Context: an optimization exercise on an open-source flow, tuned for small area, a short achievable clock period and few clock cycles. The choices shown serve that exercise and are no tape-out recipe. Where RTL was checked, it was by simulation tests only, not by an equivalence proof against the original. For run 3, only the layout was checked, not whether the RTL still works.

--- flow/constraint.sdc ---
create_clock -name core_clock -period 13.0 [get_ports {clk}]
set_input_delay 2.6000 -clock core_clock [delete_from_list [all_inputs] [get_ports {clk}]]
set_output_delay 2.6000 -clock core_clock [all_outputs]
set_load 0.01 [all_outputs]
--- flow/standard.sh ---
#!/bin/bash
# synth_recipe.tcl (not shown) runs the flow's synth.tcl, then flattens the netlist and writes it again
# the make line also repeats each setting of config.mk as NAME=value (left out here)
make -C /OpenROAD-flow-scripts/flow DESIGN_CONFIG=/design/flow/config.mk WORK_HOME=/design/flow/orfs CLKGATE_MAP_FILE= SYNTH_SCRIPT=/design/flow/synth_recipe.tcl "${@:-finish}"
--- flow/design.v ---
module fzac_coder (
    input  wire        clk,
    input  wire        rst,
    input  wire        cmd_valid,
    output wire        cmd_ready,
    input  wire [7:0]  cmd_op,
    input  wire [31:0] cmd_a0,
    input  wire [31:0] cmd_a1,
    input  wire [31:0] cmd_a2,
    output reg         rsp_valid,
    output reg  [2:0]  rsp_err,
    output reg  [31:0] rsp_res,
    output wire        out_valid,
    input  wire        out_ready,
    output wire [7:0]  out_data,
    input  wire        in_valid,
    output wire        in_ready,
    input  wire [7:0]  in_data,
    input  wire        in_end
);
    localparam [7:0] OP_NOP          = 8'h00;
    localparam [7:0] OP_SOFT_RESET   = 8'h01;
    localparam [7:0] OP_ENC_START    = 8'h10;
    localparam [7:0] OP_ENC_INTERVAL = 8'h11;
    localparam [7:0] OP_ENC_CLOSE    = 8'h12;
    localparam [7:0] OP_DEC_START    = 8'h20;
    localparam [7:0] OP_DEC_COUNT    = 8'h21;
    localparam [7:0] OP_DEC_REMOVE   = 8'h22;
    localparam [2:0] E_OK       = 3'd0;
    localparam [2:0] E_ILLEGAL  = 3'd1;
    localparam [2:0] E_PROTOCOL = 3'd2;
    localparam [2:0] E_INTERVAL = 3'd3;
    localparam [2:0] E_DESYNC   = 3'd4;
    localparam [26:0] TOP_VALUE     = 27'h7FFFFFF;
    localparam [1:0] M_IDLE = 2'd0;
    localparam [1:0] M_ENC  = 2'd1;
    localparam [1:0] M_DEC  = 2'd2;
    localparam [3:0] S_IDLE    = 4'd0;
    localparam [3:0] S_ITER    = 4'd1;
    localparam [3:0] S_FIN     = 4'd2;
    localparam [3:0] S_FIN2    = 4'd3;
    localparam [3:0] S_FOLLOW  = 4'd5;
    localparam [3:0] S_DRENORM = 4'd6;
    localparam [3:0] S_PRIME   = 4'd7;
    localparam [3:0] S_CLOSE   = 4'd8;
    localparam [3:0] S_PAD     = 4'd9;
    localparam [3:0] S_CDRAIN  = 4'd10;
    localparam [3:0] S_SDRAIN  = 4'd11;
    localparam [3:0] S_RWAIT   = 4'd12;
    localparam [1:0] C_EINT = 2'd0;
    localparam [1:0] C_DCNT = 2'd1;
    localparam [1:0] C_DREM = 2'd2;
    reg [3:0]  state;
    reg [1:0]  mode;
    reg        closed;
    reg        eos;
    reg        closing;
    reg        ren;           
    reg        rfol;          
    reg [1:0]  cop;
    reg        pend;
    reg        cmd_ready_r;
    reg [7:0]  op_r;
    reg [25:0] a0r;           
    reg [27:0] a1r;           
    reg [27:0] a2r;           
    reg        f0, f1, f2;    
    reg [26:0] low, high, value;
    reg [15:0] btf;
    reg        fbit;
    reg [6:0]  oacc;
    reg [2:0]  ocnt;
    reg [7:0]  obuf;
    reg        obuf_v;
    reg [7:0]  ib;
    reg [3:0]  icnt;
    reg [7:0]  nb;
    reg        nbv;
    reg        in_ready_r;
    reg        in_end_r;
    reg [4:0]  vbits;
    reg [4:0]  pcnt;
    reg [27:0] qh, qph;       
    reg [26:0] ql, qpl;       
    reg [26:0] acch;
    reg [24:0] accl;
    reg [4:0]  cnt;
    assign cmd_ready = cmd_ready_r;
    assign out_valid = obuf_v;
    assign out_data  = obuf;
    assign in_ready  = in_ready_r;
    wire l_ok = !f0 && !f1 && !f2 && (a0r < a1r[25:0]) && (a1r[25:0] <= a2r[25:0]) &&
                (a2r[25:0] <= 26'h2000000);
    wire t_ok = !f2 && (a2r[25:0] != 26'd0) && (a2r[25:0] <= 26'h2000000);
    wire [27:0] range = {1'b0, high} - {1'b0, low} + 28'd1;
    wire [27:0] vcnt  = {1'b0, value} - {1'b0, low} + 28'd1;
    wire [27:0] t0  = (op_r == OP_DEC_COUNT) ? {2'b00, a2r[25:0]} : range;
    wire        z16 = (t0[27:12] == 16'd0);
    wire [27:0] t1  = z16 ? {t0[11:0], 16'd0} : t0;
    wire        z8  = (t1[27:20] == 8'd0);
    wire [27:0] t2  = z8 ? {t1[19:0], 8'd0} : t1;
    wire        z4  = (t2[27:24] == 4'd0);
    wire [27:0] t3  = z4 ? {t2[23:0], 4'd0} : t2;
    wire        z2  = (t3[27:26] == 2'd0);
    wire [27:0] t4  = z2 ? {t3[25:0], 2'd0} : t3;
    wire        z1  = !t4[27];
    wire [27:0] tn  = z1 ? {t4[26:0], 1'b0} : t4;
    wire [4:0]  tsteps = 5'd28 - {z16, z8, z4, z2, z1};
    wire        mbit = qh[27];
    wire [29:0] ah  = {2'b00, acch, 1'b0};
    wire [29:0] bh  = mbit ? {2'b00, a1r} : 30'd0;
    wire [29:0] nd1 = ~{2'b00, a2r};
    wire [29:0] nd2 = ~{1'b0, a2r, 1'b0};
    wire [29:0] sh  = ah + bh;
    wire [29:0] uh1 = ah ^ bh ^ nd1;
    wire [29:0] vh1 = (ah & bh) | (ah & nd1) | (bh & nd1);
    wire [29:0] uh2 = ah ^ bh ^ nd2;
    wire [29:0] vh2 = (ah & bh) | (ah & nd2) | (bh & nd2);
    wire [29:0] xh1 = uh1 + {vh1[28:0], 1'b1};
    wire [29:0] xh2 = uh2 + {vh2[28:0], 1'b1};
    wire        dh2  = !xh2[29];
    wire        dh1  = !xh1[29];
    wire [26:0] acch_nx = dh2 ? xh2[26:0] : dh1 ? xh1[26:0] : sh[26:0];
    wire [27:0] qh_nx   = {dh2 ? qph[26:0] : qh[26:0], dh1 && !dh2};
    wire [27:0] qph_nx  = {(dh1 || dh2) ? qph[26:0] : qh[26:0], !(dh1 && !dh2)};
    wire [27:0] al  = {2'b00, accl, 1'b0};
    wire [27:0] bl  = mbit ? {3'b000, a0r[24:0]} : 28'd0;
    wire [27:0] ne1 = ~{2'b00, a2r[25:0]};
    wire [27:0] ne2 = ~{1'b0, a2r[25:0], 1'b0};
    wire [27:0] sl  = al + bl;
    wire [27:0] ul1 = al ^ bl ^ ne1;
    wire [27:0] vl1 = (al & bl) | (al & ne1) | (bl & ne1);
    wire [27:0] ul2 = al ^ bl ^ ne2;
    wire [27:0] vl2 = (al & bl) | (al & ne2) | (bl & ne2);
    wire [27:0] xl1 = ul1 + {vl1[26:0], 1'b1};
    wire [27:0] xl2 = ul2 + {vl2[26:0], 1'b1};
    wire        dl2  = !xl2[27];
    wire        dl1  = !xl1[27];
    wire [24:0] accl_nx = dl2 ? xl2[24:0] : dl1 ? xl1[24:0] : sl[24:0];
    wire [26:0] ql_nx   = {dl2 ? qpl[25:0] : ql[25:0], dl1 && !dl2};
    wire [26:0] qpl_nx  = {(dl1 || dl2) ? qpl[25:0] : ql[25:0], !(dl1 && !dl2)};
    wire [26:0] nl_w = low + ql;
    wire [27:0] nh_full = {1'b0, low} + qh - 28'd1;
    wire [26:0] nh_w = nh_full[26:0];
    wire e1 = !high[26];
    wire e2 = low[26];
    wire e3 = (low[26:25] == 2'b01) && (high[26:25] == 2'b10);
    wire eany = e1 || e2 || e3;
    wire put_full = (ocnt == 3'd7);
    wire can_put  = !put_full || !obuf_v;
    wire ib_have  = (icnt != 4'd0);
    wire bit_ok   = ib_have || nbv || in_end_r;
    wire bit_val  = ib_have ? ib[7] : (nbv ? nb[7] : 1'b0);
    wire ren_go    = ren && !(state == S_IDLE && pend && op_r == OP_ENC_INTERVAL);
    wire ren_shift = ren_go && !rfol && (((e1 || e2) && can_put) || (!e1 && !e2 && e3));
    wire idle_like = (state == S_IDLE) &&
                     !(ren && (op_r == OP_ENC_CLOSE || op_r == OP_SOFT_RESET));
    wire [1:0] lo_nx = (e1 || e2) ? low[25:24]  : {1'b0, low[24]};
    wire [1:0] hi_nx = (e1 || e2) ? high[25:24] : {1'b1, high[24]};
    wire eany_nx = !hi_nx[1] || lo_nx[1] || (lo_nx == 2'b01 && hi_nx == 2'b10);
    wire eany_fin = !qh[26] || ql[26] || (ql[26:25] == 2'b01 && qh[26:25] == 2'b10);
    wire do_dec = idle_like && pend;
    task put_bit(input b);
        begin
            if (put_full) begin
                obuf   <= {oacc, b};
                obuf_v <= 1'b1;
                ocnt   <= 3'd0;
                oacc   <= 7'd0;
            end else begin
                oacc <= {oacc[5:0], b};
                ocnt <= ocnt + 3'd1;
            end
        end
    endtask
    task take_bit;
        begin
            if (ib_have) begin
                ib   <= {ib[6:0], 1'b0};
                icnt <= icnt - 4'd1;
            end else if (nbv) begin
                ib   <= {nb[6:0], 1'b0};
                icnt <= 4'd7;
                nbv  <= 1'b0;
            end else if (vbits != 5'd0) begin
                vbits <= vbits - 5'd1;
                if (vbits == 5'd1) eos <= 1'b1;
            end
        end
    endtask
    task respond(input [2:0] e);
        begin
            rsp_valid <= 1'b1;
            rsp_err   <= e;
            rsp_res   <= 32'd0;
        end
    endtask
    task release_cmd;
        begin
            pend        <= 1'b0;
            cmd_ready_r <= 1'b1;
        end
    endtask
    always @(posedge clk) begin
        if (rst) begin
            op_r <= 8'd0;
            a0r  <= 26'd0;
            f0   <= 1'b0;
            f1   <= 1'b0;
            f2   <= 1'b0;
            in_end_r <= 1'b0;
        end else begin
            in_end_r <= in_end;
            if (cmd_ready_r) begin
                op_r <= cmd_op;
                a0r  <= cmd_a0[25:0];
                f0   <= |cmd_a0[31:26];
                f1   <= |cmd_a1[31:26];
                f2   <= |cmd_a2[31:26];
            end
        end
    end
    always @(posedge clk) begin
        rsp_valid <= 1'b0;
        if (obuf_v && out_ready)
            obuf_v <= 1'b0;
        if (in_valid && in_ready_r) begin
            nb  <= in_data;
            nbv <= 1'b1;
            in_ready_r <= 1'b0;
        end
        if (rst) begin
            state   <= S_IDLE;
            mode    <= M_IDLE;
            closed  <= 1'b0;
            eos     <= 1'b0;
            closing <= 1'b0;
            ren     <= 1'b0;
            rfol    <= 1'b0;
            cop     <= C_EINT;
            pend    <= 1'b0;
            cmd_ready_r <= 1'b1;
            a1r     <= 28'd0;
            a2r     <= 28'd0;
            low     <= 27'd0;
            high    <= TOP_VALUE;
            value   <= 27'd0;
            btf     <= 16'd0;
            fbit    <= 1'b0;
            oacc    <= 7'd0;
            ocnt    <= 3'd0;
            obuf    <= 8'd0;
            obuf_v  <= 1'b0;
            ib      <= 8'd0;
            icnt    <= 4'd0;
            nb      <= 8'd0;
            nbv     <= 1'b0;
            in_ready_r <= 1'b1;
            vbits   <= 5'd27;
            pcnt    <= 5'd0;
            rsp_err <= 3'd0;
            rsp_res <= 32'd0;
            qh      <= 28'd0;
            qph     <= 28'd0;
            ql      <= 27'd0;
            qpl     <= 27'd0;
            acch    <= 27'd0;
            accl    <= 25'd0;
            cnt     <= 5'd0;
        end else begin
            if (cmd_ready_r) begin
                a1r <= {2'b00, cmd_a1[25:0]};
                a2r <= {2'b00, cmd_a2[25:0]};
                if (cmd_valid) begin
                    pend        <= 1'b1;
                    cmd_ready_r <= 1'b0;
                end
            end
            if (ren_go) begin
                if (rfol) begin
                    if (can_put) begin
                        put_bit(fbit);
                        btf <= btf - 16'd1;
                        if (btf == 16'd1)
                            rfol <= 1'b0;
                    end
                end else if (e1 || e2) begin
                    if (can_put) begin
                        put_bit(e2);
                        fbit <= !e2;
                        low  <= {low[25:0], 1'b0};
                        high <= {high[25:0], 1'b1};
                        if (btf != 16'd0)
                            rfol <= 1'b1;
                    end
                end else if (e3) begin
                    btf  <= btf + 16'd1;
                    low  <= {1'b0, low[24:0], 1'b0};
                    high <= {1'b1, high[24:0], 1'b1};
                end else begin
                    ren <= 1'b0;
                end
            end
            if (do_dec) begin
                state <= S_IDLE;
                case (op_r)
                    OP_NOP: begin
                        respond(E_OK);
                        release_cmd;
                    end
                    OP_SOFT_RESET: begin
                        release_cmd;
                        state <= S_SDRAIN;
                    end
                    OP_ENC_START: begin
                        release_cmd;
                        if (mode != M_IDLE) begin
                            respond(E_PROTOCOL);
                        end else begin
                            respond(E_OK);
                            mode   <= M_ENC;
                            closed <= 1'b0;
                            low    <= 27'd0;
                            high   <= TOP_VALUE;
                            btf    <= 16'd0;
                            oacc   <= 7'd0;
                            ocnt   <= 3'd0;
                        end
                    end
                    OP_DEC_START: begin
                        release_cmd;
                        if (mode != M_IDLE) begin
                            respond(E_PROTOCOL);
                        end else begin
                            mode  <= M_DEC;
                            low   <= 27'd0;
                            high  <= TOP_VALUE;
                            value <= 27'd0;
                            vbits <= 5'd27;
                            eos   <= 1'b0;
                            icnt  <= 4'd0;
                            if (!(in_valid && in_ready_r)) begin
                                nbv        <= 1'b0;
                                in_ready_r <= 1'b1;
                            end
                            pcnt  <= 5'd27;
                            state <= S_PRIME;
                        end
                    end
                    OP_ENC_INTERVAL: begin
                        if (mode != M_ENC || closed) begin
                            respond(E_PROTOCOL); release_cmd;
                        end else if (!l_ok) begin
                            respond(E_INTERVAL); release_cmd;
                        end else begin
                            respond(E_OK);
                            cop   <= C_EINT;
                            qh    <= tn;
                            qph   <= tn;
                            ql    <= 27'd0;
                            qpl   <= 27'd0;
                            acch  <= 27'd0;
                            accl  <= 25'd0;
                            cnt   <= tsteps;
                            state <= S_ITER;
                        end
                    end
                    OP_ENC_CLOSE: begin
                        release_cmd;
                        if (mode != M_ENC || closed) begin
                            respond(E_PROTOCOL);
                        end else begin
                            btf     <= btf + 16'd1;
                            closing <= 1'b1;
                            state   <= S_CLOSE;
                        end
                    end
                    OP_DEC_COUNT: begin
                        if (mode != M_DEC || eos) begin
                            respond(E_PROTOCOL); release_cmd;
                        end else if (!t_ok) begin
                            respond(E_INTERVAL); release_cmd;
                        end else begin
                            cop   <= C_DCNT;
                            a1r   <= vcnt;
                            a2r   <= range;
                            qh    <= tn;
                            qph   <= tn;
                            ql    <= 27'd0;
                            qpl   <= 27'd0;
                            acch  <= 27'd0;
                            accl  <= 25'd0;
                            cnt   <= tsteps;
                            state <= S_ITER;
                        end
                    end
                    OP_DEC_REMOVE: begin
                        if (mode != M_DEC || eos) begin
                            respond(E_PROTOCOL); release_cmd;
                        end else if (!l_ok) begin
                            respond(E_INTERVAL); release_cmd;
                        end else begin
                            cop   <= C_DREM;
                            qh    <= tn;
                            qph   <= tn;
                            ql    <= 27'd0;
                            qpl   <= 27'd0;
                            acch  <= 27'd0;
                            accl  <= 25'd0;
                            cnt   <= tsteps;
                            state <= S_ITER;
                        end
                    end
                    default: begin
                        respond(E_ILLEGAL);
                        release_cmd;
                    end
                endcase
            end else begin
                case (state)
                    S_IDLE: ;
                    S_ITER: begin
                        acch <= acch_nx;
                        qh   <= qh_nx;
                        qph  <= qph_nx;
                        accl <= accl_nx;
                        ql   <= ql_nx;
                        qpl  <= qpl_nx;
                        cnt  <= cnt - {4'd0, !ren_shift};
                        if (cnt == 5'd1 && !ren_shift) begin
                            if (ren) begin
                                state <= S_RWAIT;
                            end else begin
                                release_cmd;
                                state <= S_FIN;
                            end
                        end
                    end
                    S_RWAIT: begin
                        cnt <= cnt + {4'd0, ren_shift};
                        if (!ren) begin
                            if (cnt == 5'd0) begin
                                release_cmd;
                                state <= S_FIN;
                            end else begin
                                state <= S_ITER;
                            end
                        end
                    end
                    S_FIN: begin
                        case (cop)
                            C_EINT: begin
                                low   <= nl_w;
                                high  <= nh_w;
                                ren   <= 1'b1;
                                state <= S_IDLE;
                            end
                            C_DCNT: begin
                                rsp_valid <= 1'b1;
                                rsp_err   <= E_OK;
                                rsp_res   <= {4'd0, qh - {27'd0, (acch == 27'd0)}};
                                state     <= S_IDLE;
                            end
                            default: begin
                                ql    <= nl_w;
                                qh    <= {1'b0, nh_w};
                                state <= S_FIN2;
                            end
                        endcase
                    end
                    S_FIN2: begin
                        if (value < ql || value > qh[26:0]) begin
                            respond(E_DESYNC);
                            state <= S_IDLE;
                        end else begin
                            low   <= ql;
                            high  <= qh[26:0];
                            if (eany_fin) begin
                                state <= S_DRENORM;
                            end else begin
                                respond(E_OK);
                                state <= S_IDLE;
                            end
                        end
                    end
                    S_FOLLOW: begin
                        if (btf == 16'd0) begin
                            state <= S_PAD;
                        end else if (can_put) begin
                            put_bit(fbit);
                            btf <= btf - 16'd1;
                            if (btf == 16'd1)
                                state <= S_PAD;
                        end
                    end
                    S_CLOSE: begin
                        if (can_put) begin
                            put_bit(low[26] | low[25]);
                            fbit  <= !(low[26] | low[25]);
                            state <= S_FOLLOW;
                        end
                    end
                    S_PAD: begin
                        if (ocnt == 3'd0) begin
                            state <= S_CDRAIN;
                        end else if (!obuf_v) begin
                            obuf   <= {oacc, 1'b0} << (3'd7 - ocnt);
                            obuf_v <= 1'b1;
                            oacc   <= 7'd0;
                            ocnt   <= 3'd0;
                            state  <= S_CDRAIN;
                        end
                    end
                    S_CDRAIN: begin
                        if (!obuf_v) begin
                            closed  <= 1'b1;
                            closing <= 1'b0;
                            respond(E_OK);
                            state   <= S_IDLE;
                        end
                    end
                    S_SDRAIN: begin
                        if (!obuf_v) begin
                            mode    <= M_IDLE;
                            closed  <= 1'b0;
                            closing <= 1'b0;
                            eos     <= 1'b0;
                            low     <= 27'd0;
                            high    <= TOP_VALUE;
                            value   <= 27'd0;
                            btf     <= 16'd0;
                            oacc    <= 7'd0;
                            ocnt    <= 3'd0;
                            icnt    <= 4'd0;
                            nbv     <= 1'b0;
                            in_ready_r <= 1'b1;
                            vbits   <= 5'd27;
                            respond(E_OK);
                            state   <= S_IDLE;
                        end
                    end
                    S_PRIME: begin
                        if (bit_ok) begin
                            value <= {value[25:0], bit_val};
                            pcnt  <= pcnt - 5'd1;
                            if (pcnt == 5'd1) begin
                                respond(E_OK);
                                state <= S_IDLE;
                            end
                            take_bit;
                            if (!ib_have && nbv) in_ready_r <= 1'b1;
                        end
                    end
                    S_DRENORM: begin
                        if (bit_ok) begin
                            if (!eany_nx) begin
                                respond(E_OK);
                                state <= S_IDLE;
                            end
                            if (e1 || e2) begin
                                low   <= {low[25:0], 1'b0};
                                high  <= {high[25:0], 1'b1};
                                value <= {value[25:0], bit_val};
                            end else begin
                                low   <= {1'b0, low[24:0], 1'b0};
                                high  <= {1'b1, high[24:0], 1'b1};
                                value <= {value[26], value[24:0], bit_val};
                            end
                            take_bit;
                            if (!ib_have && nbv) in_ready_r <= 1'b1;
                        end
                    end
                    default: state <= S_IDLE;
                endcase
            end
        end
    end
endmodule
--- flow/flow/run.sh ---
#!/bin/bash
# The standard layout, with ORFS timing repair aimed below the clock
# constraint (the SDC keeps the design's period) so the achieved period drops.
set -uo pipefail
MARGIN=8.5
bash standard.sh SETUP_SLACK_MARGIN=$MARGIN TNS_END_PERCENT=100 finish > make_finish.log 2>&1
--- flow/config.mk ---
export PLATFORM = sky130hd
export DESIGN_NAME = fzac_coder
export DESIGN_NICKNAME = fzac_coder
export VERILOG_FILES = /design/flow/design.v
export SDC_FILE = /design/flow/constraint.sdc
export NUM_CORES = 4
export LEC_CHECK = 0
export ABC_AREA = 1
export CAP_MARGIN = 20
export CORE_MARGIN = 2
export CORE_UTILIZATION = 55
export SLEW_MARGIN = 20
==> impl_metrics.toml, run 1 <==
[outcome]
status = "no timing/DRC/antenna violations"

[synthesis]
synthCells = 7159
synth_area_leaders = "dfxtp_1 (20%), nand2_1 (13%), ha_1 (13%), a21oi_1 (8.8%), inv_1 (8.5%)"
synth-edff-count = 0
yosys-top-cells-count = "nand2_1 (1602), inv_1 (1038), a21oi_1 (806), o21ai_0 (652), nor2_1 (482)"
synth_area_um2 = 46090
ys_seq_elements = 453
yosysWarnings = 1
synth_ff_type = "dfxtp_1"
synthDominantCellAreaShare = 0.1968
synth_top_area_cell = "dfxtp_1"
synth-async-reset-ratio = 0
ys_types = 73
synth-seq-area-share = 0.1968
syn_area_per_cell_um2 = 6.438
synth_most_common_cell = "nand2_1"

[floorplanning]
die_w_um = 293.5
die_h_um = 293.5
ios = 165
start_util = 0.5534
coreArea_um2 = 83290
dieArea_um2 = 86130
rows = 106

[clock_network]
cts_buffers = 57
cts_buffer_depth = 3
clkTransAtPathRegs_ns = 0.07
cts_tree = "yes"
htree_levels = 2
clock_sinks = 453
clk_latency_ns = 0.68
postCtsHoldBufs = 0
cts-root-buf = "clkbuf_16"

[cells_and_area]
fillers = 7697
nets = 8044
area_growth_pct = 18.45
layout-drive-gt1-share = 0.1199
multi_input_area_um2 = 34040
seq_area_um2 = 9174
final_area_um2 = 54590

[detailed_routing]
wirelength_mm = 197.6
ant_nets = 0
drt_iter0_drc = 5371
viasPerCell = 6.187
wl_per_cell_um = 23.33
drc = 0
drt-pass1-iter-count = 7
via_count = 52410

[setup_path]
critPathLaunch = "low[21]"
critPathArrivalTime_ns = 5.27
crit_type = "flop to flop"
end_kind = "flop"
critPathMaxStageDelay_ns = 0.38
timing.rr.start = "low[21]"
path_max_fanout = 6
worst_ep_required_time_ns = 13.58
crit_path_top_delay_cell = "dfxtp_4"
cp-start-kind = "flop"

[sta]
fin_crit_sh = 0.3609
setup_tns_ns = 0
fmax_ghz = 0.2131
skew_ns = 0.03649
maxSlewViolCount = 0
rsz0062_at_grt = "true"
setup_violations = 0
setup_ws_ns = 8.308
layout_min_cycle_time_ns = 4.692
slew_headroom = 0.1894
hold_violations = 0
tightest_slew_ns = 1.203

[min_path]
hold_start = "rsp_res[1]"
hold_path.class = "flop to flop"

[global_routing]
grt_util_all_layers = 0.4369
grt_pass1_vias = 48170
grt_overflow = 0
grt_pass1_wl_mm = 289.2
grt_max_degree = 86
grt_antenna_before_repair = 6

[job]
max_cap_violations = 0

[placed_design]
dpl_cell_area_um2 = 48410
port_buffers = 160
pre_cts_ws_ns = 6.805
hpwl_mm = 138.6
gp_congestion = 1.035
-- cells in the final DEF (no fill, tap or decap), types with 20 or more instances in the layout --
master / Yosys / layout
clkdlybuf4s50_1: 0 / 159
nand3_1: 262 / 243
nand2_4: 4 / 30
dfxtp_1: 453 / 403
nor2_1: 482 / 438
ha_1: 468 / 414
clkbuf_16: 0 / 58
xnor2_1: 71 / 71
dfxtp_2: 0 / 33
o2111ai_1: 34 / 34
ha_4: 0 / 53
a31oi_1: 32 / 29
buf_4: 10 / 186
o21ai_2: 2 / 20
a21oi_1: 806 / 767
a211oi_1: 43 / 43
o221ai_1: 45 / 45
nand2_2: 13 / 128
xor2_1: 151 / 151
fa_1: 112 / 110
nand2_1: 1602 / 1459
o21ai_1: 9 / 21
or2_2: 24 / 24
inv_2: 34 / 38
o211ai_1: 129 / 129
o22ai_1: 40 / 40
o21bai_1: 30 / 24
inv_1: 1038 / 999
clkinvlp_4: 0 / 31
nor3_1: 80 / 75
nor2_4: 8 / 46
o21ai_0: 652 / 619
nor4_1: 32 / 27
nand4_1: 39 / 39
a311oi_1: 21 / 21
a21oi_2: 0 / 38
a221oi_1: 29 / 28
-- layout make-up --
class | instances | area share
Multi-Input combinational cell | 5351 | 0.6235
Sequential cell | 453 | 0.1680
Timing Repair Buffer | 388 | 0.07001
Clock buffer | 81 | 0.03034
Timing Repair inverter | 6 | 0.0009855
Clock inverter | 21 | 0.004148
Antenna cell | 2 | 0.00009167
Inverter | 1089 | 0.07810
Tap cell | 1080 | 0.02475
-- metal layers --
layer | global-route usage | share of wire | vias to the layer above | wire (µm)
met3 | 0.09191 | 0.11 | 888 | 21250
met2 | 0.6798 | 0.43 | 3046 | 84540
met5 | 0 | 0.00013 | - | 25
met4 | 0.3361 | 0.093 | 4 | 18290
met1 | 0.5280 | 0.37 | 24200 | 73500
li1 | - | - | 24280 | -
-- critical path, delay by kind of cell, from the launching register on --
kind / cells / cell delay [ns]
buffers and inverters: 5 / 0.72
and+or+nand+nor: 27 / 2.77
AOI/OAI and AO/OA: 1 / 0.07
adders and majority gates: 2 / 0.64
DFF: 1 / 0.38
-- through the flow --
stage	utilization	std cells	hold WS (ns)
2_1_floorplan	-	7162	0.4379
3_3_place_gp	0.5812	8173	0.4543
3_5_place_dp	0.5812	8173	0.4568
4_1_cts	0.6298	8377	0.4661
5_1_grt	0.6554	8469	0.4744
6_report	0.6555	8471	0.4685
-- repair_timing --
item	in CTS	in global routing
resized for setup	283	376
buffers inserted	79	84
setup endpoints to repair	267	300
cloned	23	8
pin swaps	43	85
-- worst paths after layout --
path	to	slack, ns	cells after the start
setup reg to reg	qh[0]	8.31	35
setup / recovery	qh[0]	8.31	35
hold reg to reg	rsp_res[1]	0.47	2
hold / removal	rsp_res[1]	0.47	2
-- flip-flops by register name, summed over array words and instances (netlist names), 26 cells and up --
name     flops
acch        27
low         27
a2r         28
high        27
qph         27
qpl         26
ql          27
a1r         28
qh          28
a0r         26
value       27
rsp_res     28
-- kinds of logic (layout without fill, tap and decap cells) --
family / Yosys count / after routing / share of synthesized area
other: 1 / 6 / 0.00008136
flip-flops: 453 / 453 / 0.1968
XOR/XNOR: 222 / 222 / 0.04219
AO/OA/AOI/OAI: 1957 / 1959 / 0.2423
buffers and inverters: 1376 / 1585 / 0.1144
AND/OR/NAND/NOR: 2570 / 2586 / 0.2286
adder cells (fa/ha/maj): 580 / 580 / 0.1757
Testbench counts, summed over its fixed seeds: cycles 341,846.
==> run 2, diff against run 1 <==
--- a/flow/config.mk
+++ b/flow/config.mk
@@ -8,5 +8,5 @@
 export ABC_AREA = 1
 export CAP_MARGIN = 20
 export CORE_MARGIN = 2
-export CORE_UTILIZATION = 55
+export CORE_UTILIZATION = 40
 export SLEW_MARGIN = 20
==> run 2 against run 1 <==
Still clean. Fmax shrank 0.84%. First-iteration DRC count shrank 9.0%.
==> impl_metrics.toml, run 2 <==
[outcome]
status = "no timing/DRC/antenna violations"

[synthesis]
synthCells = 7159
synth-async-reset-ratio = 0
yosysWarnings = 1
syn_area_per_cell_um2 = 6.438
synth_most_common_cell = "nand2_1"
synth_ff_type = "dfxtp_1"
synth-seq-area-share = 0.1968
ys_seq_elements = 453
synth_area_um2 = 46090
synth_area_leaders = "dfxtp_1 (20%), nand2_1 (13%), ha_1 (13%), a21oi_1 (8.8%), inv_1 (8.5%)"
synth_top_area_cell = "dfxtp_1"
yosys-top-cells-count = "nand2_1 (1602), inv_1 (1038), a21oi_1 (806), o21ai_0 (652), nor2_1 (482)"
ys_types = 73
synth-edff-count = 0
synthDominantCellAreaShare = 0.1968

[sta]
maxSlewViolCount = 0
whs_ns = 0.4627
setup_tns_ns = 0
slew_headroom = 0.2403
rsz0062_at_grt = "true"
fin_crit_sh = 0.3640
setup_violations = 0
hold_violations = 0
tightest_slew_ns = 1.128
fmax_ghz = 0.2113
skew_ns = 0.03158
layout_min_cycle_time_ns = 4.732

[setup_path]
end_kind = "flop"
reg2reg_to = "qh[11]"
critPathArrivalTime_ns = 5.35
crit_type = "flop to flop"
timing.rr.start = "low[16]"
path_max_fanout = 7
cp-start-kind = "flop"
cp_common_cell = "nor2_4"
crit_path_top_delay_cell = "dfxtp_2"
rrSetupSlack_ns = 8.27
critPathMaxStageDelay_ns = 0.36
reg2reg_depth = 35
worst_ep_required_time_ns = 13.62

[floorplanning]
die_h_um = 343.5
rows = 124
ios = 165
start_util = 0.4031
dieArea_um2 = 118000
die_w_um = 343.5
coreArea_um2 = 114300

[detailed_routing]
ant_nets = 0
drt-pass1-iter-count = 6
drc = 0
wirelength_mm = 205.5
wl_per_cell_um = 23.06
via_count = 51360
drt_iter0_drc = 4887
viasPerCell = 5.764

[cells_and_area]
nets = 8046
layout_commonest_cell = "nand2_1"
final_cells = 8911
final_cell_mix = "nand2_1 (1438), inv_1 (998), a21oi_1 (741)"
layout-drive-gt1-share = 0.1287
area_growth_pct = 20.56
fin_util = 0.4860

[clock_network]
clock_sinks = 453
postCtsHoldBufs = 0
cts-root-buf = "clkbuf_16"
htree_levels = 2
clkTransAtPathRegs_ns = 0.06
cts_buffer_depth = 3
cts_buffers = 59
clk_latency_ns = 0.70
cts_tree = "yes"

[global_routing]
grt_pass1_wl_mm = 301.0
grt_overflow = 0
grt_util_all_layers = 0.3346
grt_pass1_vias = 47900
grt_antenna_before_repair = 5
grt_max_degree = 73

[min_path]
hold_start = "ib[1]"
min_to = "ib[1]"
hold_path.class = "flop to flop"
hold_depth = 2

[placed_design]
gp_congestion = 0.9922
port_buffers = 160
hpwl_mm = 147.6
dp.cells = 8612

[job]
max_cap_violations = 0
-- run 2: cell counts after synthesis --
Identical to the previous run, type by type.
-- run 2: metrics by stage --
stage          instance area (µm²)  setup slack (ns)
2_1_floorplan                46100             8.614
3_3_place_gp                 49010             6.474
3_5_place_dp                 49010             6.481
4_1_cts                      53630             8.333
5_1_grt                      55560             8.066
6_report                     55570             8.268
-- run 2: critical path: cells and delay by family (launching register included) --
kind                       cells  cell delay [ns]
AOI/OAI and AO/OA              2             0.28
adders and majority gates      2             0.65
buffers and inverters          7             0.74
DFF                            1             0.36
and+or+nand+nor               24             2.61
-- run 2: area by class of cell --
cell class | count | area, µm²
clock buffer | 78 | 1678
timing repair buffer | 389 | 3799
antenna | 3 | 7.507
clock inverter | 31 | 349.1
multi-input combinational | 5351 | 34360
tap | 1512 | 1892
inverter | 1089 | 4270
fill | 11570 | 58780
timing repair inverter | 5 | 42.54
sequential | 453 | 9169
-- run 2: metal layers --
| layer | up-vias | GRT usage | part of all wire |
|---|---|---|---|
| met5 | - | 0 | 0.00013 |
| met4 | 4 | 0.2227 | 0.079 |
| met3 | 614 | 0.04786 | 0.076 |
| met2 | 2328 | 0.5393 | 0.44 |
| met1 | 24140 | 0.4158 | 0.40 |
| li1 | 24280 | - | - |
-- run 2: how the worst max path moves through the flow --
| stage | depth (start not counted) | end | from |
|---|---|---|---|
| after CTS | 17 | qh[27] | a2r[25] |
| after floorplan | 25 | qph[1] | qh[27] |
| after global placement | 17 | qh[27] | a2r[25] |
| after detailed placement | 17 | qh[27] | a2r[25] |
| after global routing | 35 | qph[9] | low[15] |
| final | 35 | qh[11] | low[16] |
-- run 2: cell families (layout without fill, tap and decap cells) --
logic type	after synthesis	count (layout)	share of synthesized area
buf+inv	1376	1592	0.1144
xor+xnor	222	222	0.04219
compound gates	1957	1959	0.2423
other cells	1	7	0.00008136
simple gates	2570	2586	0.2286
fa+ha+maj	580	580	0.1757
flops	453	453	0.1968
-- run 2: repair_timing --
item / CTS / global route
pin swaps: 71 / 126
resized for setup: 338 / 386
setup buffers: 109 / 50
setup endpoints to repair: 316 / 245
cloned: 20 / 8
==> run 3, diff against run 2 <==
--- a/flow/design.v
+++ b/flow/design.v
@@ -54,7 +54,6 @@
     reg [1:0]  mode;
     reg        closed;
     reg        eos;
-    reg        closing;
     reg        ren;           
     reg        rfol;          
     reg [1:0]  cop;
@@ -65,7 +64,7 @@
     reg [27:0] a1r;           
     reg [27:0] a2r;           
     reg        f0, f1, f2;    
-    reg [26:0] low, high, value;
+    reg [26:0] lowm, high, value;
     reg [15:0] btf;
     reg        fbit;
     reg [6:0]  oacc;
@@ -92,8 +91,15 @@
     wire l_ok = !f0 && !f1 && !f2 && (a0r < a1r[25:0]) && (a1r[25:0] <= a2r[25:0]) &&
                 (a2r[25:0] <= 26'h2000000);
     wire t_ok = !f2 && (a2r[25:0] != 26'd0) && (a2r[25:0] <= 26'h2000000);
-    wire [27:0] range = {1'b0, high} - {1'b0, low} + 28'd1;
-    wire [27:0] vcnt  = {1'b0, value} - {1'b0, low} + 28'd1;
+    wire        low0  = &lowm;                        
+    wire        ph_dec  = (state == S_IDLE);
+    wire        ph_fin2 = (state == S_FIN2);
+    wire [27:0] add_y   = ph_fin2 ? {1'b1, ~value} : ph_dec ? ~{low0, lowm} : {low0, lowm};
+    wire        add_c   = ph_dec || ph_fin2;
+    wire [27:0] add1    = {1'b0, ph_dec ? high  : qh[26:0]} + add_y + {27'd0, add_c};
+    wire [27:0] add2    = {1'b0, ph_dec ? value : ql[26:0]} + add_y + {27'd0, add_c};
+    wire [27:0] range   = add1;
+    wire [27:0] vcnt    = add2;
     wire [27:0] t0  = (op_r == OP_DEC_COUNT) ? {2'b00, a2r[25:0]} : range;
     wire        z16 = (t0[27:12] == 16'd0);
     wire [27:0] t1  = z16 ? {t0[11:0], 16'd0} : t0;
@@ -139,12 +145,18 @@
     wire [24:0] accl_nx = dl2 ? xl2[24:0] : dl1 ? xl1[24:0] : sl[24:0];
     wire [26:0] ql_nx   = {dl2 ? qpl[25:0] : ql[25:0], dl1 && !dl2};
     wire [26:0] qpl_nx  = {(dl1 || dl2) ? qpl[25:0] : ql[25:0], !(dl1 && !dl2)};
-    wire [26:0] nl_w = low + ql;
-    wire [27:0] nh_full = {1'b0, low} + qh - 28'd1;
-    wire [26:0] nh_w = nh_full[26:0];
+    wire [26:0] nl_w = add2[26:0];
+    wire [26:0] nh_w = add1[26:0];
+    function [1:0] lge(input [26:0] lm);
+        begin
+            lge[1] = (lm[26] | (&lm[25:0])) & !(&lm);
+            lge[0] = (lm[26] | lm[25] | (&lm[24:0])) & !(&lm);
+        end
+    endfunction
+    wire [1:0] lo_ge = lge(lowm);
     wire e1 = !high[26];
-    wire e2 = low[26];
-    wire e3 = (low[26:25] == 2'b01) && (high[26:25] == 2'b10);
+    wire e2 = lo_ge[1];
+    wire e3 = lo_ge[0] && !lo_ge[1] && (high[26:25] == 2'b10);
     wire eany = e1 || e2 || e3;
     wire put_full = (ocnt == 3'd7);
     wire can_put  = !put_full || !obuf_v;
@@ -155,10 +167,13 @@
     wire ren_shift = ren_go && !rfol && (((e1 || e2) && can_put) || (!e1 && !e2 && e3));
     wire idle_like = (state == S_IDLE) &&
                      !(ren && (op_r == OP_ENC_CLOSE || op_r == OP_SOFT_RESET));
-    wire [1:0] lo_nx = (e1 || e2) ? low[25:24]  : {1'b0, low[24]};
-    wire [1:0] hi_nx = (e1 || e2) ? high[25:24] : {1'b1, high[24]};
-    wire eany_nx = !hi_nx[1] || lo_nx[1] || (lo_nx == 2'b01 && hi_nx == 2'b10);
-    wire eany_fin = !qh[26] || ql[26] || (ql[26:25] == 2'b01 && qh[26:25] == 2'b10);
+    wire [26:0] lowm_sh = {lowm[25:0], 1'b1};                  
+    wire [26:0] lowm_e3 = {~lowm[25], lowm[24:0], 1'b1};       
+    wire [1:0]  lo_nx = lge((e1 || e2) ? lowm_sh : lowm_e3);
+    wire [1:0]  hi_nx = (e1 || e2) ? high[25:24] : {1'b1, high[24]};
+    wire eany_nx = !hi_nx[1] || lo_nx[1] || (lo_nx[0] && hi_nx == 2'b10);
+    wire [1:0]  lo_fin = lge(ql[26:0]);
+    wire eany_fin = !qh[26] || lo_fin[1] || (lo_fin[0] && qh[26:25] == 2'b10);
     wire do_dec = idle_like && pend;
     task put_bit(input b);
         begin
@@ -234,7 +249,6 @@
             mode    <= M_IDLE;
             closed  <= 1'b0;
             eos     <= 1'b0;
-            closing <= 1'b0;
             ren     <= 1'b0;
             rfol    <= 1'b0;
             cop     <= C_EINT;
@@ -242,7 +256,7 @@
             cmd_ready_r <= 1'b1;
             a1r     <= 28'd0;
             a2r     <= 28'd0;
-            low     <= 27'd0;
+            lowm    <= 27'h7FFFFFF;
             high    <= TOP_VALUE;
             value   <= 27'd0;
             btf     <= 16'd0;
@@ -288,14 +302,14 @@
                     if (can_put) begin
                         put_bit(e2);
                         fbit <= !e2;
-                        low  <= {low[25:0], 1'b0};
+                        lowm <= lowm_sh;
                         high <= {high[25:0], 1'b1};
                         if (btf != 16'd0)
                             rfol <= 1'b1;
                     end
                 end else if (e3) begin
                     btf  <= btf + 16'd1;
-                    low  <= {1'b0, low[24:0], 1'b0};
+                    lowm <= lowm_e3;
                     high <= {1'b1, high[24:0], 1'b1};
                 end else begin
                     ren <= 1'b0;
@@ -320,7 +334,7 @@
                             respond(E_OK);
                             mode   <= M_ENC;
                             closed <= 1'b0;
-                            low    <= 27'd0;
+                            lowm   <= 27'h7FFFFFF;
                             high   <= TOP_VALUE;
                             btf    <= 16'd0;
                             oacc   <= 7'd0;
@@ -333,7 +347,7 @@
                             respond(E_PROTOCOL);
                         end else begin
                             mode  <= M_DEC;
-                            low   <= 27'd0;
+                            lowm  <= 27'h7FFFFFF;
                             high  <= TOP_VALUE;
                             value <= 27'd0;
                             vbits <= 5'd27;
@@ -371,7 +385,6 @@
                             respond(E_PROTOCOL);
                         end else begin
                             btf     <= btf + 16'd1;
-                            closing <= 1'b1;
                             state   <= S_CLOSE;
                         end
                     end
@@ -450,7 +463,7 @@
                     S_FIN: begin
                         case (cop)
                             C_EINT: begin
-                                low   <= nl_w;
+                                lowm  <= nl_w;
                                 high  <= nh_w;
                                 ren   <= 1'b1;
                                 state <= S_IDLE;
@@ -458,7 +471,7 @@
                             C_DCNT: begin
                                 rsp_valid <= 1'b1;
                                 rsp_err   <= E_OK;
-                                rsp_res   <= {4'd0, qh - {27'd0, (acch == 27'd0)}};
+                                rsp_res   <= {7'd0, qh[24:0] - {24'd0, (acch == 27'd0)}};
                                 state     <= S_IDLE;
                             end
                             default: begin
@@ -469,11 +482,11 @@
                         endcase
                     end
                     S_FIN2: begin
-                        if (value < ql || value > qh[26:0]) begin
+                        if ((!add2[27] && !(&ql[26:0])) || add1[27]) begin
                             respond(E_DESYNC);
                             state <= S_IDLE;
                         end else begin
-                            low   <= ql;
+                            lowm  <= ql[26:0];
                             high  <= qh[26:0];
                             if (eany_fin) begin
                                 state <= S_DRENORM;
@@ -495,8 +508,8 @@
                     end
                     S_CLOSE: begin
                         if (can_put) begin
-                            put_bit(low[26] | low[25]);
-                            fbit  <= !(low[26] | low[25]);
+                            put_bit(lo_ge[0]);
+                            fbit  <= !lo_ge[0];
                             state <= S_FOLLOW;
                         end
                     end
@@ -514,7 +527,6 @@
                     S_CDRAIN: begin
                         if (!obuf_v) begin
                             closed  <= 1'b1;
-                            closing <= 1'b0;
                             respond(E_OK);
                             state   <= S_IDLE;
                         end
@@ -523,9 +535,8 @@
                         if (!obuf_v) begin
                             mode    <= M_IDLE;
                             closed  <= 1'b0;
-                            closing <= 1'b0;
                             eos     <= 1'b0;
-                            low     <= 27'd0;
+                            lowm    <= 27'h7FFFFFF;
                             high    <= TOP_VALUE;
                             value   <= 27'd0;
                             btf     <= 16'd0;
@@ -558,11 +569,11 @@
                                 state <= S_IDLE;
                             end
                             if (e1 || e2) begin
-                                low   <= {low[25:0], 1'b0};
+                                lowm  <= lowm_sh;
                                 high  <= {high[25:0], 1'b1};
                                 value <= {value[25:0], bit_val};
                             end else begin
-                                low   <= {1'b0, low[24:0], 1'b0};
+                                lowm  <= lowm_e3;
                                 high  <= {1'b1, high[24:0], 1'b1};
                                 value <= {value[26], value[24:0], bit_val};
                             end
==> run 3 against run 2 <==
Design area increased by 4.6%. Global-route usage increased by 2.9 points. Area after synthesis decreased by 5.2%. Sequential share of layout area decreased by 0.92 points. Routed wire length increased by 4.6%. Via count increased by 2.5%. Fmax decreased by 14%. Critical path type unchanged. Largest cell class unchanged. Highest routed layer unchanged.
==> impl_metrics.toml, run 3 <==
[sta]
fin_crit_sh = 0.4241
layout_min_cycle_time_ns = 5.513
setup_tns_ns = 0
maxSlewViolCount = 0
slew_headroom = 0.2196
setup_violations = 0
fmax_ghz = 0.1814
skew_ns = 0.03893
tightest_slew_ns = 1.169
rsz0062_at_grt = "true"
hold_violations = 0

[setup_path]
reg2reg_to = "cnt[1]"
crit_type = "flop to flop"
path_depth = 32
path_max_fanout = 8
critPathArrivalTime_ns = 6.14
end_kind = "flop"
timing.rr.start = "state[3]"
rrSetupSlack_ns = 7.49
cp_common_cell = "nor2_4"
endpoint = "cnt[1]"
critPathMaxStageDelay_ns = 0.51
reg2reg_depth = 32
critPathLaunch = "state[3]"
crit_path_top_delay_cell = "a31oi_1"
critical_path.top_delay_family = "simple AND/OR/NAND/NOR gates"
critPathBufInv = 4
cp-start-kind = "flop"
worst_ep_required_time_ns = 13.63

[detailed_routing]
drc = 0
viasPerCell = 5.981
ant_nets = 0
drt_iter0_drc = 6178
drt-pass1-iter-count = 7
wl_per_cell_um = 24.42
wirelength_mm = 215.0
via_count = 52650

[clock_network]
clkTransAtPathRegs_ns = 0.07
cts-root-buf = "clkbuf_16"
cts_tree = "yes"
cts_buffers = 58
htree_levels = 2
clock_sinks = 450
clk_latency_ns = 0.71
cts_buffer_depth = 3
postCtsHoldBufs = 0

[cells_and_area]
fillers = 10490
layout_commonest_cell = "nand2_1"
area_growth_pct = 33.01
nets = 7849
final_area_um2 = 58140
layout-drive-gt1-share = 0.1991
final_cell_mix = "nand2_1 (1186), inv_1 (1032), a21oi_1 (661)"
largest_registers = "a1r: 28 flops, a2r: 28 flops, qh: 28 flops"

[synthesis]
synth_compound_area_frac = 0.2692
ys_types = 67
synth_most_common_cell = "nand2_1"
synth-async-reset-ratio = 0
synth-edff-count = 0
synth_ff_type = "dfxtp_1"
ys_seq_elements = 450
yosys.area_share.simple = 0.2284
yosysWarnings = 1
synthMuxAreaShare = 0
synth-seq-area-share = 0.2061
synthDominantCellAreaShare = 0.2061
yosys-top-cells-count = "nand2_1 (1406), inv_1 (1070), a21oi_1 (790), o21ai_0 (687), nor2_1 (477)"
synthCells = 6921
synth_top_area_cell = "dfxtp_1"
synth-adder-area-share = 0.1314
synth_xor_xnor_area_share = 0.03947
synth_area_leaders = "dfxtp_1 (21%), nand2_1 (12%), inv_1 (9.2%), a21oi_1 (9.0%), ha_1 (8.0%)"
synth_top_family_by_area = "compound AO/OA/AOI/OAI gates"
syn_area_per_cell_um2 = 6.316
synth_area_um2 = 43710

[global_routing]
grt_antenna_before_repair = 3
grt_pass1_wl_mm = 309.2
grt_max_degree = 136
grt_pass1_vias = 48780
grt_overflow = 0
grt_util_all_layers = 0.3631

[outcome]
status = "no timing/DRC/antenna violations"

[floorplanning]
die_w_um = 334.6
dieArea_um2 = 111900
rows = 121
die_h_um = 334.6
start_util = 0.4022
ios = 165
coreArea_um2 = 108700

[placed_design]
dpl_cell_area_um2 = 46540
port_buffers = 157
hpwl_mm = 143.1
gp_congestion = 0.9971

[job]
max_cap_violations = 0

[min_path]
hold_path.class = "flop to flop"
run 3: cell types whose count changed after synthesis, moves of 19 or more:
| cell | before | now |
|---|---|---|
| nand2_1 | 1602 | 1406 |
| inv_2 | 34 | 12 |
| inv_1 | 1038 | 1070 |
| clkbuf_1 | 234 | 268 |
| nand4_1 | 39 | 67 |
| a22oi_1 | 3 | 50 |
| ha_1 | 468 | 280 |
| o21ai_0 | 652 | 687 |
| a311oi_1 | 21 | 2 |
| o211ai_1 | 129 | 174 |
| o22ai_1 | 40 | 88 |
run 3: final cells by class:
| type | instances | area, µm² | area share |
|---|---|---|---|
| diodes | 1 | 2.502 | 0.00004304 |
| multi-input cells | 5067 | 33630 | 0.5785 |
| clock inverters | 34 | 503.0 | 0.008651 |
| clock buffers | 76 | 1692 | 0.02909 |
| flip-flops and latches | 450 | 9061 | 0.1558 |
| repair inverters | 5 | 42.54 | 0.0007317 |
| well taps | 1414 | 1769 | 0.03043 |
| inverters | 1099 | 4254 | 0.07317 |
| repair buffers | 658 | 7186 | 0.1236 |
run 3: worst min-delay path by stage:
stage / cells past startpoint / start / end
floorplan: 2 / vbits[4] / vbits[4]
global route: 2 / ib[1] / ib[1]
CTS: 2 / ib[1] / ib[1]
finish: 2 / rsp_res[15] / rsp_res[15]
global placement: 2 / vbits[4] / vbits[4]
detailed placement: 2 / vbits[4] / vbits[4]
run 3: cell families (layout without fill, tap and decap cells):
| logic type | Yosys count | count (layout) |
|---|---|---|
| xor+xnor | 197 | 197 |
| flops | 450 | 450 |
| simple gates | 2387 | 2406 |
| other cells | 1 | 8 |
| fa+ha+maj | 392 | 392 |
| buf+inv | 1430 | 1872 |
| compound gates | 2064 | 2065 |
run 3: tightest hold or removal path: cells and delay by family, from the launching register on:
family / cells / cell delay [ns]
AO/OA/AOI/OAI: 1 / 0.05
AND/OR/NAND/NOR: 1 / 0.06
flip-flops: 1 / 0.31
run 3: metrics by stage:
step                      std cells    util  hold slack (ns)  setup slack [ns]
after floorplan                6927       -           0.4289             8.223
after global placement         8245  0.4280           0.4428             4.920
after detailed placement       8246  0.4281           0.4516             4.907
after CTS                      8702  0.5077           0.4648             7.741
after global routing           8804  0.5349           0.4757             7.298
final                          8804  0.5349           0.4621             7.487
run 3: layer usage:
| layer | GRT usage | routed length [µm] | part of all wire |
|---|---|---|---|
| met5 | 0 | 13 | 0.000060 |
| met2 | 0.5618 | 91780 | 0.43 |
| met1 | 0.4601 | 82580 | 0.38 |
| met4 | 0.2311 | 17070 | 0.079 |
| met3 | 0.07448 | 23580 | 0.11 |
run 3: repair_timing:
action / in CTS / in global routing
setup buffers: 290 / 91
pin swaps: 228 / 266
cloned: 56 / 10
endpoints found under the setup margin: 335 / 325
gates resized for setup: 806 / 535
hold endpoints to repair: 0 / 0

==> what the ideal ports hide <==
In the flow no input, the clock included, has a driving cell. The finished layouts below were timed again as built, in two steps. Step 1: set_driving_cell puts a clkbuf_16 on clk and a buf_2 on each other input, an assumption about the parent block. Step 2 also shifts input and output timing later by t, the mid clock arrival at the registers, as if the neighbouring blocks saw the same clock. Three values: ideal, step 1, step 2; two values: the first two.
run	t (ns)	slack for setup (ns)	worst register clock-pin slew, ns	pins driven straight from the clock port
run 1	0.729	8.308 / 8.308 / 7.880	0.07 / 0.07	1
run 2	0.762	8.268 / 8.268 / 7.930	0.07 / 0.07	1
run 3	0.760	7.487 / 7.487 / 7.487	0.07 / 0.07	1
After both steps every run listed still meets setup and hold. For run 1, which loses most, drivers alone change the setup slack by 0.000 ns; drivers and shift together by -0.428 ns.
